Background: an optimization exercise with open tools, aiming at small area, a short achievable clock period and few clock cycles. Do not read the settings as production practice.
The RTL was checked by simulation tests, not by an equivalence proof against the original design.
Power is estimated from default activity; no workload was simulated.

**design.v**
```verilog
module pvp_codec (
    input  wire        clk,
    input  wire        rst,
    input  wire        cmd_valid,
    input  wire [7:0]  cmd_data,
    input  wire        cmd_last,
    output wire        cmd_ready,
    output reg         done,
    output wire        rx_ready,
    input  wire        rx_valid,
    input  wire        rx_empty,
    input  wire [7:0]  rx_data,
    output wire        tx_valid,
    output wire [7:0]  tx_data,
    input  wire        tx_ready,
    output wire        tx_end,
    input  wire        tx_ack,
    input  wire [7:0]  tx_count,
    output reg  [7:0]  acc,
    output reg  [19:0] val,
    output reg  [9:0]  r_addr,
    output reg  [3:0]  r_dir,
    output reg  [9:0]  r_param,
    output reg  [6:0]  r_dlen,
    output reg         valid,
    output reg  [7:0]  wcnt,
    output reg         filt,
    output reg  [7:0]  status,
    output reg  [7:0]  info,
    output reg         phase,
    output reg         efilt,
    output reg  [6:0]  rcnt,
    output reg  [6:0]  flen
);
    localparam [7:0] OP_CSCLR   = 8'h10, OP_CSADD = 8'h11, OP_CSRNG = 8'h12,
                     OP_CSRD    = 8'h13, OP_CSPUT = 8'h14,
                     OP_DENC    = 8'h20, OP_DDEC  = 8'h21,
                     OP_FBCLR   = 8'h30, OP_FBPUT = 8'h31, OP_FBRD  = 8'h32,
                     OP_ENCREQ  = 8'h40, OP_ENCCMD = 8'h41, OP_SEND = 8'h42,
                     OP_RDFRAME = 8'h50, OP_FILTEN = 8'h51, OP_FILTDIS = 8'h52,
                     OP_DECODE  = 8'h60;
    localparam [7:0] ST_OK = 8'h00, ST_TOOSHORT = 8'h01, ST_BADTERM = 8'h02,
                     ST_BADCSUM = 8'h03, ST_PARSE = 8'h04, ST_UNDEF = 8'h05,
                     ST_RANGE = 8'h06, ST_LOGIC = 8'h07, ST_INVCHAR = 8'h08,
                     ST_ILLCMD = 8'h20, ST_ILLOPND = 8'h21, ST_FIELDOVF = 8'h22,
                     ST_BUFOVF = 8'h23;
    localparam [6:0] CR = 7'h0D;
    localparam [6:0] BUFCAP = 7'd113;
    localparam [3:0] S_RECV = 4'd0, S_EXEC = 4'd1, S_DDEC = 4'd2, S_CSRNG = 4'd3,
                     S_WDIG = 4'd4, S_TX = 4'd5, S_TXEND = 4'd6, S_RX = 4'd7,
                     S_REST = 4'd8;
    reg [3:0] state;
    reg       cmd_ready_r, rx_ready_r, tx_valid_r, tx_end_r;
    reg [6:0] tx_data_r;
    assign cmd_ready = cmd_ready_r;
    assign rx_ready  = rx_ready_r;
    assign tx_valid  = tx_valid_r;
    assign tx_end    = tx_end_r;
    assign tx_data   = {1'b0, tx_data_r};
    reg [6:0] fb [0:112];
    reg       fb_we, fb_app, fb_spec;
    reg [6:0] fb_wa, fb_wd;
    reg [6:0] rd_idx;
    always @(posedge clk) begin
        if (fb_we)
            fb[fb_wa] <= fb_wd;
    end
    wire [6:0] fbr = fb[rd_idx];
    function is_dig(input [6:0] c);
        is_dig = (c[6:4] == 3'b011) && (c[3:0] <= 4'd9);
    endfunction
    reg [6:0] w0, w1, w2, w3;
    reg [2:0] wfill;
    reg [7:0] s4;
    reg       csum_ok;
    wire [9:0] wval = {6'd0, w3[3:0]} * 10'd100 + {6'd0, w2[3:0]} * 10'd10 + {6'd0, w1[3:0]};
    reg [692:0] bk;
    wire [6:0]  bk_top = bk[692:686];
    reg [23:0] bcd;
    reg [19:0] bin;
    reg [2:0]  ccnt;          
    reg [1:0]  cdst;          
    reg [11:0] d_a, d_p;
    reg [7:0]  d_l;
    reg [23:0] sb;
    reg [19:0] sn;
    integer s, d;
    always @(*) begin
        sb = bcd;
        sn = bin;
        for (s = 0; s < 4; s = s + 1) begin
            for (d = 0; d < 6; d = d + 1)
                if (sb[4*d +: 4] >= 4'd5) sb[4*d +: 4] = sb[4*d +: 4] + 4'd3;
            {sb, sn} = {sb[22:0], sn, 1'b0};
        end
    end
    reg [8:0] pcnt;
    reg [7:0] op, b1, b2, b3, b4, b5;
    reg       pay_bad;
    reg       len_pend, cs_pend;
    reg [7:0] psum;
    reg [6:0] nspec;           
    wire take = cmd_valid && cmd_ready_r;
    wire [6:0] nspec_f = nspec + {6'd0, fb_we && fb_spec};
    wire op_enc = (op == OP_ENCREQ) || (op == OP_ENCCMD);
    reg [6:0]  rdch;           
    reg [19:0] tmp;
    reg [6:0]  cnt;
    reg [6:0]  tl;             
    reg        enc, encmd, tx_last;
    reg [7:0]  cs_r;
    reg [7:0]  rs_pos;         
    reg [7:0]  rs_st, rs_inf;
    reg       op_known;
    reg [8:0] op_len;
    always @(*) begin
        op_known = 1'b1;
        case (op)
            OP_CSCLR, OP_CSRD, OP_CSPUT, OP_FBCLR, OP_SEND,
            OP_FILTEN, OP_FILTDIS, OP_DECODE:  op_len = 9'd1;
            OP_CSADD, OP_FBPUT, OP_FBRD, OP_RDFRAME: op_len = 9'd2;
            OP_CSRNG, OP_DDEC:                 op_len = 9'd3;
            OP_DENC, OP_ENCREQ:                op_len = 9'd5;
            OP_ENCCMD:                         op_len = 9'd6 + {1'b0, b5};
            default: begin op_len = 9'd0; op_known = 1'b0; end
        endcase
    end
    wire len_ok = (pcnt == op_len);
    wire [8:0]  off_n  = {1'b0, b1} + {1'b0, b2};
    wire [8:0]  flen_w = {2'b0, flen} + {1'b0, b1};
    wire [23:0] f_v    = {b2, b3, b4};
    reg  [23:0] pow10;
    always @(*) begin
        case (b1)
            8'd1: pow10 = 24'd10;
            8'd2: pow10 = 24'd100;
            8'd3: pow10 = 24'd1000;
            8'd4: pow10 = 24'd10000;
            8'd5: pow10 = 24'd100000;
            default: pow10 = 24'd1000000;
        endcase
    end
    wire addr_ovf  = {b1, b2} > 16'd999;
    wire param_ovf = {b3, b4} > 16'd999;
    wire spec_ok   = (op == OP_ENCCMD) && !addr_ovf && !param_ovf && (b5 <= 8'd99);
    wire [7:0] dsum_a = {4'd0, d_a[11:8]} + {4'd0, d_a[7:4]} + {4'd0, d_a[3:0]};
    wire [7:0] dsum_p = {4'd0, d_p[11:8]} + {4'd0, d_p[7:4]} + {4'd0, d_p[3:0]};
    wire [7:0] dsum_l = {4'd0, d_l[7:4]} + {4'd0, d_l[3:0]};
    wire [7:0] cs_calc = encmd ? (8'd225 + dsum_a + dsum_p + dsum_l + psum)
                               : (8'd94 + dsum_a + dsum_p);
    reg [6:0] ench;
    always @(*) begin
        if (tl == 7'd0)      ench = CR;
        else if (tl == 7'd1) ench = {3'b011, bcd[3:0]};
        else if (tl == 7'd2) ench = {3'b011, bcd[7:4]};
        else if (tl == 7'd3) ench = {3'b011, bcd[11:8]};
        else if (rd_idx < 7'd10 || (!encmd && rd_idx < 7'd12)) begin
            case (rd_idx[3:0])
                4'd0: ench = {3'b011, d_a[11:8]};
                4'd1: ench = {3'b011, d_a[7:4]};
                4'd2: ench = {3'b011, d_a[3:0]};
                4'd3: ench = encmd ? 7'h31 : 7'h30;
                4'd4: ench = 7'h30;
                4'd5: ench = {3'b011, d_p[11:8]};
                4'd6: ench = {3'b011, d_p[7:4]};
                4'd7: ench = {3'b011, d_p[3:0]};
                4'd8: ench = encmd ? {3'b011, d_l[7:4]} : 7'h30;
                4'd9: ench = encmd ? {3'b011, d_l[3:0]} : 7'h32;
                4'd10: ench = 7'h3D;
                default: ench = 7'h3F;
            endcase
        end else
            ench = fbr;
    end
    wire [6:0] txch = enc ? ench : fbr;
    wire fa_ok = is_dig(fb[0]) && is_dig(fb[1]) && is_dig(fb[2]);
    wire fd_ok = is_dig(fb[3]);
    wire fp_ok = is_dig(fb[5]) && is_dig(fb[6]) && is_dig(fb[7]);
    wire [9:0] fa_v = {6'd0, fb[0][3:0]} * 10'd100 + {6'd0, fb[1][3:0]} * 10'd10 + {6'd0, fb[2][3:0]};
    wire [9:0] fp_v = {6'd0, fb[5][3:0]} * 10'd100 + {6'd0, fb[6][3:0]} * 10'd10 + {6'd0, fb[7][3:0]};
    wire [41:0] fsent = {fb[10], fb[11], fb[12], fb[13], fb[14], fb[15]};
    wire sent_u = (flen == 7'd20) && (fsent == {7'h4E, 7'h4F, 7'h5F, 7'h44, 7'h45, 7'h46});  
    wire sent_r = (flen == 7'd20) && (fsent == {7'h5F, 7'h52, 7'h41, 7'h4E, 7'h47, 7'h45});  
    wire sent_l = (flen == 7'd20) && (fsent == {7'h5F, 7'h4C, 7'h4F, 7'h47, 7'h49, 7'h43});  
    wire [19:0] tmp10 = {tmp[16:0], 3'b000} + {tmp[18:0], 1'b0} + {16'd0, rdch[3:0]};
    task finish(input [7:0] st, input [7:0] inf);
        begin
            status      <= st;
            info        <= inf;
            done        <= 1'b1;
            state       <= S_RECV;
            cmd_ready_r <= 1'b1;
        end
    endtask
    task decode_fail(input [7:0] st, input [7:0] inf);
        begin
            r_addr  <= 10'd0;
            r_dir   <= 4'd0;
            r_param <= 10'd0;
            r_dlen  <= 7'd0;
            valid   <= 1'b0;
            finish(st, inf);
        end
    endtask
    task preload_short(input [10:0] v, input [1:0] dst);
        begin
            bcd  <= {21'd0, v[10:8]};
            bin  <= {v[7:0], 12'd0};
            ccnt <= 3'd2;
            cdst <= dst;
        end
    endtask
    task wclear;
        begin
            wfill <= 3'd0;
            s4    <= 8'd0;
        end
    endtask
    task refuse_enccmd(input [7:0] st, input [7:0] inf);
        begin
            if (nspec_f == 7'd0)
                finish(st, inf);
            else begin
                rs_st  <= st;
                rs_inf <= inf;
                rs_pos <= {1'b0, nspec_f} - 8'd99;
                state  <= S_REST;
            end
        end
    endtask
    always @(posedge clk) begin
        csum_ok <= is_dig(w3) && is_dig(w2) && is_dig(w1) && (wval == {2'd0, s4});
    end
    always @(posedge clk) begin
        if ((fb_we && fb_spec) || state == S_REST)
            bk <= {bk[685:0], fbr};
    end
    always @(posedge clk) begin
        if (rst) begin
            state       <= S_RECV;
            cmd_ready_r <= 1'b1;
            rx_ready_r  <= 1'b0;
            tx_valid_r  <= 1'b0;
            tx_end_r    <= 1'b0;
            done        <= 1'b0;
            acc     <= 8'd0;
            val     <= 20'd0;
            r_addr  <= 10'd0;
            r_dir   <= 4'd0;
            r_param <= 10'd0;
            r_dlen  <= 7'd0;
            valid   <= 1'b0;
            wcnt    <= 8'd0;
            filt    <= 1'b0;
            status  <= ST_OK;
            info    <= 8'd0;
            phase   <= 1'b0;
            efilt   <= 1'b0;
            rcnt    <= 7'd0;
            flen    <= 7'd0;
            pcnt    <= 9'd0;
            pay_bad <= 1'b0;
            fb_we   <= 1'b0;
            fb_app  <= 1'b0;
            fb_spec <= 1'b0;
            wfill   <= 3'd0;
            s4      <= 8'd0;
            ccnt    <= 3'd0;
            len_pend <= 1'b0;
            cs_pend  <= 1'b0;
            nspec   <= 7'd0;
            psum    <= 8'd0;
        end else begin
            done  <= 1'b0;
            fb_we <= 1'b0;
            if (fb_we && fb_app) begin
                w0 <= fb_wd;
                w1 <= w0;
                w2 <= w1;
                w3 <= w2;
                if (wfill == 3'd4) s4 <= s4 + {1'b0, w3};
                else               wfill <= wfill + 3'd1;
            end
            if (fb_we && fb_spec) begin
                psum  <= psum + {1'b0, fb_wd};
                nspec <= nspec + 7'd1;
            end
            if (ccnt != 3'd0) begin
                bcd  <= sb;
                bin  <= sn;
                ccnt <= ccnt - 3'd1;
                if (ccnt == 3'd1) begin
                    case (cdst)
                        2'd1: d_a <= sb[11:0];
                        2'd2: d_p <= sb[11:0];
                        2'd3: d_l <= sb[7:0];
                        default: ;
                    endcase
                end
            end
            if (len_pend && ccnt <= 3'd1) begin
                preload_short({4'd0, b5[6:0]}, 2'd3);
                len_pend <= 1'b0;
            end else if (cs_pend && ccnt == 3'd0 && !len_pend) begin
                preload_short({3'd0, cs_calc}, 2'd0);
                cs_r    <= cs_calc;
                cs_pend <= 1'b0;
            end
            case (state)
            S_RECV: begin
                rdch <= fbr;
                if (take) begin
                    case (pcnt)
                        9'd0: begin
                            op      <= cmd_data;
                            rd_idx  <= 7'd0;
                            pay_bad <= 1'b0;
                            psum    <= 8'd0;
                            nspec   <= 7'd0;
                        end
                        9'd1: begin
                            b1     <= cmd_data;
                            rd_idx <= cmd_data[6:0];
                        end
                        9'd2: begin
                            b2 <= cmd_data;
                            if (op_enc) preload_short({b1[2:0], cmd_data}, 2'd1);
                        end
                        9'd3: b3 <= cmd_data;
                        9'd4: begin
                            b4 <= cmd_data;
                            if (op_enc)
                                preload_short({b3[2:0], cmd_data}, 2'd2);
                            else if (b2 == 8'd0 && b3[7:3] == 5'd0)
                                preload_short({b3[2:0], cmd_data}, 2'd0);
                            else begin
                                bcd  <= 24'd0;
                                bin  <= {b2[3:0], b3, cmd_data};
                                ccnt <= 3'd5;
                                cdst <= 2'd0;
                            end
                        end
                        9'd5: begin
                            b5 <= cmd_data;
                            if (op == OP_ENCCMD) len_pend <= 1'b1;
                        end
                        default: begin
                            if (cmd_data[7]) pay_bad <= 1'b1;
                            if (spec_ok && (pcnt - 9'd6) < {1'b0, b5}) begin
                                fb_we   <= 1'b1;
                                fb_app  <= 1'b0;
                                fb_spec <= 1'b1;
                                fb_wa   <= pcnt[6:0] + 7'd4;
                                fb_wd   <= cmd_data[6:0];
                                rd_idx  <= pcnt[6:0] + 7'd4;
                            end
                        end
                    endcase
                    if (pcnt != 9'h1FF) pcnt <= pcnt + 9'd1;
                    if (cmd_last) begin
                        state       <= S_EXEC;
                        cmd_ready_r <= 1'b0;
                        if ((op == OP_DDEC || op == OP_CSRNG) && pcnt == 9'd2)
                            rd_idx <= rd_idx + 7'd1;
                    end
                end
            end
            S_EXEC: begin
                pcnt     <= 9'd0;
                fb_spec  <= 1'b0;
                if (!op_known || !len_ok) begin
                    len_pend <= 1'b0;
                    if (op == OP_ENCCMD) refuse_enccmd(ST_ILLCMD, op);
                    else                 finish(ST_ILLCMD, op);
                end else begin
                    case (op)
                    OP_CSCLR: begin
                        acc <= 8'd0;
                        finish(ST_OK, 8'd0);
                    end
                    OP_CSADD: begin
                        if (b1[7]) finish(ST_ILLOPND, 8'd0);
                        else begin
                            acc <= acc + {1'b0, b1[6:0]};
                            finish(ST_OK, 8'd0);
                        end
                    end
                    OP_CSRNG: begin
                        if (off_n > {2'b0, flen}) finish(ST_ILLOPND, 8'd0);
                        else if (b2 == 8'd0) finish(ST_OK, 8'd0);
                        else begin
                            acc <= acc + {1'b0, rdch};
                            if (b2 == 8'd1) finish(ST_OK, 8'd0);
                            else begin
                                rdch   <= fbr;
                                rd_idx <= rd_idx + 7'd1;
                                cnt    <= b2[6:0] - 7'd1;
                                state  <= S_CSRNG;
                            end
                        end
                    end
                    OP_CSRD: begin
                        val <= {12'd0, acc};
                        finish(ST_OK, 8'd0);
                    end
                    OP_CSPUT: begin
                        if (flen > BUFCAP - 7'd3) finish(ST_BUFOVF, 8'd0);
                        else begin
                            preload_short({3'd0, acc}, 2'd0);
                            cnt   <= 7'd3;
                            state <= S_WDIG;
                        end
                    end
                    OP_DENC: begin
                        if (b1 == 8'd0 || b1 > 8'd6)         finish(ST_ILLOPND, 8'd0);
                        else if (f_v >= pow10)               finish(ST_FIELDOVF, 8'd0);
                        else if (flen_w > {2'b0, BUFCAP})    finish(ST_BUFOVF, 8'd0);
                        else begin
                            cnt   <= b1[6:0];
                            state <= S_WDIG;
                        end
                    end
                    OP_DDEC: begin
                        if (b2 == 8'd0 || b2 > 8'd6)         finish(ST_ILLOPND, 8'd0);
                        else if (off_n > {2'b0, flen})       finish(ST_ILLOPND, 8'd0);
                        else if (!is_dig(rdch)) begin
                            val <= 20'd0;
                            finish(ST_PARSE, {1'b0, b1[6:0]});
                        end else if (b2 == 8'd1) begin
                            val <= {16'd0, rdch[3:0]};
                            finish(ST_OK, 8'd0);
                        end else begin
                            tmp    <= {16'd0, rdch[3:0]};
                            rdch   <= fbr;
                            rd_idx <= rd_idx + 7'd1;
                            cnt    <= b2[6:0] - 7'd1;
                            state  <= S_DDEC;
                        end
                    end
                    OP_FBCLR: begin
                        flen  <= 7'd0;
                        valid <= 1'b0;
                        wclear;
                        finish(ST_OK, 8'd0);
                    end
                    OP_FBPUT: begin
                        if (b1[7])                finish(ST_ILLOPND, 8'd0);
                        else if (flen == BUFCAP)  finish(ST_BUFOVF, 8'd0);
                        else begin
                            fb_we  <= 1'b1;
                            fb_app <= 1'b1;
                            fb_wa  <= flen;
                            fb_wd  <= b1[6:0];
                            flen   <= flen + 7'd1;
                            valid  <= 1'b0;
                            finish(ST_OK, 8'd0);
                        end
                    end
                    OP_FBRD: begin
                        if (b1 >= {1'b0, flen}) finish(ST_ILLOPND, 8'd0);
                        else begin
                            val <= {13'd0, fbr};
                            finish(ST_OK, 8'd0);
                        end
                    end
                    OP_ENCREQ, OP_ENCCMD: begin
                        if (op == OP_ENCCMD && pay_bad)
                            refuse_enccmd(ST_ILLOPND, 8'd0);
                        else if (addr_ovf || param_ovf || (op == OP_ENCCMD && b5 > 8'd99)) begin
                            if (op == OP_ENCCMD) refuse_enccmd(ST_FIELDOVF, 8'd0);
                            else                 finish(ST_FIELDOVF, 8'd0);
                        end else begin
                            enc     <= 1'b1;
                            encmd   <= (op == OP_ENCCMD);
                            flen    <= (op == OP_ENCCMD) ? 7'd14 + b5[6:0] : 7'd16;
                            tl      <= (op == OP_ENCCMD) ? 7'd12 + b5[6:0] : 7'd14;
                            valid   <= 1'b0;
                            cs_pend <= 1'b1;
                            wclear;
                            tx_valid_r <= 1'b1;
                            tx_data_r  <= {3'b011, d_a[11:8]};
                            tx_last    <= 1'b0;
                            rd_idx     <= 7'd1;
                            fb_we      <= 1'b1;
                            fb_app     <= 1'b1;
                            fb_wa      <= 7'd0;
                            fb_wd      <= {3'b011, d_a[11:8]};
                            state      <= S_TX;
                        end
                    end
                    OP_SEND: begin
                        enc <= 1'b0;
                        if (flen == 7'd0) begin
                            tx_end_r <= 1'b1;
                            state    <= S_TXEND;
                        end else begin
                            tx_valid_r <= 1'b1;
                            tx_data_r  <= fbr;
                            tx_last    <= (flen == 7'd1);
                            tl         <= flen - 7'd2;
                            rd_idx     <= 7'd1;
                            state      <= S_TX;
                        end
                    end
                    OP_RDFRAME: begin
                        if (b1 != 8'h00 && b1 != 8'h02 && b1 != 8'h03)
                            finish(ST_ILLOPND, 8'd0);
                        else begin
                            efilt  <= (b1 == 8'h00) ? filt : b1[0];
                            flen   <= 7'd0;
                            rcnt   <= 7'd0;
                            valid  <= 1'b0;
                            status <= ST_OK;
                            info   <= 8'd0;
                            phase  <= 1'b1;
                            wclear;
                            rx_ready_r <= 1'b1;
                            state  <= S_RX;
                        end
                    end
                    OP_FILTEN: begin
                        filt <= 1'b1;
                        finish(ST_OK, 8'd0);
                    end
                    OP_FILTDIS: begin
                        filt <= 1'b0;
                        finish(ST_OK, 8'd0);
                    end
                    default: begin  
                        if (flen < 7'd14)
                            decode_fail(ST_TOOSHORT, 8'd0);
                        else if (w0 != CR)
                            decode_fail(ST_BADTERM, 8'd0);
                        else begin
                            acc <= s4;
                            if (!csum_ok)           decode_fail(ST_BADCSUM, 8'd0);
                            else if (!fa_ok)        decode_fail(ST_PARSE, 8'd0);
                            else if (!fd_ok)        decode_fail(ST_PARSE, 8'd1);
                            else if (!fp_ok)        decode_fail(ST_PARSE, 8'd2);
                            else if (sent_u)        decode_fail(ST_UNDEF, 8'd0);
                            else if (sent_r)        decode_fail(ST_RANGE, 8'd0);
                            else if (sent_l)        decode_fail(ST_LOGIC, 8'd0);
                            else begin
                                r_addr  <= fa_v;
                                r_dir   <= fb[3][3:0];
                                r_param <= fp_v;
                                r_dlen  <= flen - 7'd14;
                                valid   <= 1'b1;
                                finish(ST_OK, 8'd0);
                            end
                        end
                    end
                    endcase
                end
            end
            S_CSRNG: begin
                acc    <= acc + {1'b0, rdch};
                rdch   <= fbr;
                rd_idx <= rd_idx + 7'd1;
                cnt    <= cnt - 7'd1;
                if (cnt == 7'd1) finish(ST_OK, 8'd0);
            end
            S_DDEC: begin
                rdch   <= fbr;
                rd_idx <= rd_idx + 7'd1;
                cnt    <= cnt - 7'd1;
                if (!is_dig(rdch)) begin
                    val <= 20'd0;
                    finish(ST_PARSE, {1'b0, rd_idx - 7'd1});
                end else begin
                    tmp <= tmp10;
                    if (cnt == 7'd1) begin
                        val <= tmp10;
                        finish(ST_OK, 8'd0);
                    end
                end
            end
            S_WDIG: begin
                if (ccnt == 3'd0) begin
                    fb_we  <= 1'b1;
                    fb_app <= 1'b1;
                    fb_wa  <= flen;
                    fb_wd  <= {3'b011, bcd[{cnt[2:0] - 3'd1, 2'b00} +: 4]};
                    flen   <= flen + 7'd1;
                    cnt    <= cnt - 7'd1;
                    if (cnt == 7'd1) begin
                        valid <= 1'b0;
                        finish(ST_OK, 8'd0);
                    end
                end
            end
            S_TX: begin
                if (tx_ready) begin
                    if (tx_last) begin
                        tx_valid_r <= 1'b0;
                        tx_end_r   <= 1'b1;
                        state      <= S_TXEND;
                    end else begin
                        tx_data_r <= txch;
                        tx_last   <= (tl == 7'd0);
                        tl        <= tl - 7'd1;
                        rd_idx    <= rd_idx + 7'd1;
                        if (enc) begin
                            fb_we  <= 1'b1;
                            fb_app <= 1'b1;
                            fb_wa  <= rd_idx;
                            fb_wd  <= ench;
                        end
                    end
                end
            end
            S_TXEND: begin
                if (tx_ack) begin
                    tx_end_r <= 1'b0;
                    wcnt     <= tx_count;
                    if (enc) acc <= cs_r;
                    finish(ST_OK, 8'd0);
                end
            end
            S_RX: begin
                if (rx_valid) begin
                    rcnt <= rcnt + 7'd1;
                    if (rx_empty) begin
                        rx_ready_r <= 1'b0;
                        phase      <= 1'b0;
                        finish(ST_OK, 8'd0);
                    end else if (rx_data[7]) begin
                        if (!efilt) begin
                            flen       <= 7'd0;
                            wclear;
                            rx_ready_r <= 1'b0;
                            phase      <= 1'b0;
                            finish(ST_INVCHAR, rx_data);
                        end else if (rcnt == 7'd63) begin
                            rx_ready_r <= 1'b0;
                            phase      <= 1'b0;
                            finish(ST_OK, 8'd0);
                        end
                    end else begin
                        fb_we  <= 1'b1;
                        fb_app <= 1'b1;
                        fb_wa  <= flen;
                        fb_wd  <= rx_data[6:0];
                        flen   <= flen + 7'd1;
                        if (rx_data[6:0] == CR || rcnt == 7'd63) begin
                            rx_ready_r <= 1'b0;
                            phase      <= 1'b0;
                            finish(ST_OK, 8'd0);
                        end
                    end
                end
            end
            S_REST: begin
                if (!rs_pos[7]) begin
                    fb_we  <= 1'b1;
                    fb_app <= 1'b0;
                    fb_wa  <= rs_pos[6:0] + 7'd10;
                    fb_wd  <= bk_top;
                end
                rs_pos <= rs_pos + 8'd1;
                if (rs_pos == {1'b0, nspec} - 8'd1)
                    finish(rs_st, rs_inf);
            end
            default: finish(ST_OK, 8'd0);
            endcase
        end
    end
endmodule
```
**run.sh**
```bash
#!/bin/bash
# synth_recipe.tcl (not shown) runs the flow's synth.tcl, then flattens the netlist and writes it again
# the make line also repeats each setting of config.mk as NAME=value (left out here)
make -C /OpenROAD-flow-scripts/flow DESIGN_CONFIG=/design/flow/config.mk WORK_HOME=/design/flow/orfs CLKGATE_MAP_FILE= SYNTH_SCRIPT=/design/flow/synth_recipe.tcl finish
```
**config.mk**
```make
export PLATFORM = sky130hd
export DESIGN_NAME = pvp_codec
export DESIGN_NICKNAME = pvp_codec
export VERILOG_FILES = /design/flow/design.v
export SDC_FILE = /design/flow/constraint.sdc
export NUM_CORES = 4
export LEC_CHECK = 0
export CAP_MARGIN = 20
export CORE_MARGIN = 2
export CORE_UTILIZATION = 40
export SLEW_MARGIN = 20
```
**constraint.sdc**
```tcl
create_clock -name core_clock -period 12.0 [get_ports {clk}]
set_input_delay 2.4000 -clock core_clock [delete_from_list [all_inputs] [get_ports {clk}]]
set_output_delay 2.4000 -clock core_clock [all_outputs]
set_load 0.01 [all_outputs]
```
==> summary.txt <==
commonest non-fill, non-tap cell in the layout -> edfxtp_1
hold violation total from the final report -> 0
Power Density -> 234 nW/um^2
share of layout cells above drive strength 1 -> 0.128
Rows -> 172
Tmin final -> 5800 ps
Die Y-Extent -> 474 microns
clock sink count -> 2001
post-CTS repair timing setup buffer count -> 0
largest net degree at the start of global routing -> 185
post-route cell area -> 99900 sq um
initial antenna violation count -> 7
vias in the first global route -> 51178
Routability Congestion -> 0.984
Crit path largest cell delay -> 880 ps
Finish-stage setup viols -> 0
CTS tree -> built
Yosys cell types -> 110
critical path peak fanout -> 14
# hold bufs at CTS -> 0
worst slew pin tran -> 1140 ps
Skew-Pair Late Insertion Delay -> 860 ps
mapped cell area -> 88200 sq um
CP top delay family -> compound AO/OA/AOI/OAI gates
Die X -> 474 microns
Starting Density -> 0.402
Placed Area -> 93300 sq um
I/O pin cnt -> 146
Crit path arrival time -> 6280 ps
FF+latch count, synth -> 2001
Post-route DRC -> 0
Slew Viols, Final -> 0
EDFF count, synth -> 1840
Post-Synthesis Cells -> 5886
Initial DRC Count -> 6495
NumNets Final -> 6496
Ys Warns -> 1
post-synthesis sequential area ratio -> 0.663
Hold Path Class -> flip-flop to flip-flop
Worst EP required -> 12470 ps
Max VDD drop -> 0.301 mV
critical-path cell list -> ha_1 -> fa_1 -> a211oi_1 -> nor2_1 -> o21a_1 -> nor2_1 -> xnor2_1 -> ha_1 -> a2111oi_0 -> o21ai_0 -> o22a_1 -> a311oi_1 -> buf_4 -> a21oi_1 -> a21oi_1 -> o211ai_1 -> a2111oi_2
Max Buffers Root-to-Sink -> 3
total iterations of the first detailed-routing run -> 7
Mean Syn Cell Area -> 15.0 sq um
Root Driver -> clkbuf_16
Setup Skew -> 65.6 ps
ys async rst share -> 0
# Max-Cap Violations -> 0
crit path launch type -> flip-flop
Worst Path Buf+Inv -> 1
maximum clock rate -> 172 MHz
core area -> 220000 sq um
CTS Buf Count -> 198
status -> timing/DRC/antenna clean
clock-pin slew on the worst setup and hold paths -> 60 ps
Max stage delay cell, worst path -> a2111oi_2
final wirelength -> 236000 microns
grt ovf -> 0
crit end category -> flip-flop
Fin Hold WS -> 385 ps
Max transition margin -> 0.231
final setup TNS -> 0 ps
Most used DFF post-synth -> edfxtp_1
Syn-to-layout area delta -> 13.2%
H-tree depth -> 4
Lkg Pwr -> 33.4 nW
first-pass GRT wire length -> 345000 microns
DR WL/cell -> 25.8 microns
RSZ-0062 raised after global routing -> no
via-per-instance ratio -> 5.78
IO buf count -> 144
fin crit share -> 0.483
Post-DRT Antenna Nets -> 0
most frequent cells in the layout -> edfxtp_1, nor2_1, nand2_1
Post-DP HPWL -> 160000 microns
full die area -> 224000 sq um
CTS resizes -> 0
Syn Nets -> 6287
Total GRT Usage -> 0.207
CP Class -> flip-flop to flip-flop
total number of vias -> 52850
metal layers:
layer  track usage  vias up  share of wire
met5             0        -       0.000093
met4        0.0861        4          0.044
met3        0.0445      475          0.092
met2         0.306     2421           0.44
met1         0.296    26685           0.43
li1              -    23265              -
worst register-to-register path: cells and delay by family (launching register included):
family / cells / cell delay, ps
flops: 1 / 630
fa+ha+maj: 3 / 1050
xor+xnor: 1 / 130
compound gates: 10 / 3080
buf+inv: 1 / 300
simple gates: 2 / 230
report_power, final:
group,total [mW],switching [mW],internal [mW]
Sequential,8.85,0.427,8.42
Clock,6.27,2.66,3.61
Combinational,8.27,5.07,3.21
Total,23.4,8.16,15.2
synth_stat cells (all sizes together), types with 13 or more instances:
cell type | number | area share
buf | 66 | 0.0040
nand4 | 44 | 0.0031
o211ai | 17 | 0.0016
a221oi | 22 | 0.0022
nand3 | 155 | 0.0090
edfxtp | 1840 | 0.63
dfxtp | 161 | 0.037
mux4 | 273 | 0.070
inv | 224 | 0.0095
a22o | 19 | 0.0019
nand2 | 361 | 0.015
fa | 48 | 0.011
xor2 | 68 | 0.0068
a2111oi | 19 | 0.0022
a222oi | 21 | 0.0024
or2 | 16 | 0.0011
xnor2 | 146 | 0.014
mux2i | 62 | 0.0070
nor3b | 21 | 0.0018
nor4 | 16 | 0.0011
clkbuf | 193 | 0.0082
nor4b | 17 | 0.0022
a211oi | 53 | 0.0045
nand2b | 44 | 0.0031
a31oi | 30 | 0.0022
o22ai | 32 | 0.0025
mux2 | 29 | 0.0037
a311oi | 22 | 0.0023
a21oi | 323 | 0.018
or4 | 17 | 0.0014
nor2 | 409 | 0.017
nor2b | 59 | 0.0042
nor3 | 99 | 0.0058
a21o | 61 | 0.0052
ha | 321 | 0.046
and3 | 28 | 0.0020
o31ai | 13 | 0.0011
and2 | 41 | 0.0029
o21a | 24 | 0.0020
o221ai | 15 | 0.0016
or3 | 20 | 0.0015
a22oi | 45 | 0.0038
o21ai | 195 | 0.011
metrics by stage:
step	utilization	setup slack, ps	total power [mW]	cells
global route	0.455	5830	24.5	9135
floorplan	-	1880	14.6	5886
detailed placement	0.425	6130	17.2	8766
CTS	0.455	6240	23.5	9134
finish	0.455	6200	23.4	9137
global placement	0.425	6030	17.0	8762
path summary, 6_finish.rpt:
path / start / end / slack, ps / cells past startpoint
max: b1[0] / cnt[5] / 6200 / 17
min: bk[321] / bk[328] / 380 / 0
max reg2reg: b1[0] / cnt[5] / 6200 / 17
min reg2reg: bk[321] / bk[328] / 380 / 0
sequential cells by signal (all words and copies together) (netlist names), 12 cells and up, named ones only:
register,flops
bk,693
bin,20
val,20
tmp,19
d_a,12
bcd,24
fb,896
d_p,12
area by class of cell:
class	instances	area [sq um]
inverter	226	848
antenna	3	7.51
clock buffer	246	5260
fill	19048	120000
timing repair buffer	268	2420
tap	2871	3590
multi-input combinational	3400	27900
clock inverter	122	1320
sequential	2001	58500
cell families after synthesis:
logic type,count (synthesis),synth area share
compound gates,1048,0.0790
fa+ha+maj,369,0.0564
xor+xnor,214,0.0212
simple gates,1404,0.0781
buf+inv,485,0.0219
mux,364,0.0804
flops,2001,0.663
other cells,1,0.0000425
Testbench counts, summed over its fixed seeds: cycles 49,319.

## static timing again, ports no longer ideal
The results above use ideal ports. As a check the final layout listed here was re-extracted and re-timed, cells and wires unchanged. Step 1 (the two cells are an assumption about what drives the block):
set clk [get_ports {clk}]
set_driving_cell -lib_cell sky130_fd_sc_hd__clkbuf_16 $clk
set_driving_cell -lib_cell sky130_fd_sc_hd__buf_2 [delete_from_list [all_inputs] $clk]
Step 2 adds t to the input delays and takes it off the output delays; t is the mean of the earliest and latest rising clock arrival at the registers after step 1. Input paths then give back, and output paths get back, about the clock's delay inside the block. a / b / c = no drivers / after step 1 / after step 2; a / b = the first two.
t, ns: 0.919
setup slack, ns: 6.199 / 6.199 / 6.041
slew at the worst register clock pin (ns): 0.07 / 0.07
After both steps this run still meets setup and hold. For this run, drivers alone change the setup slack by 0.000 ns; drivers and shift together by -0.158 ns.
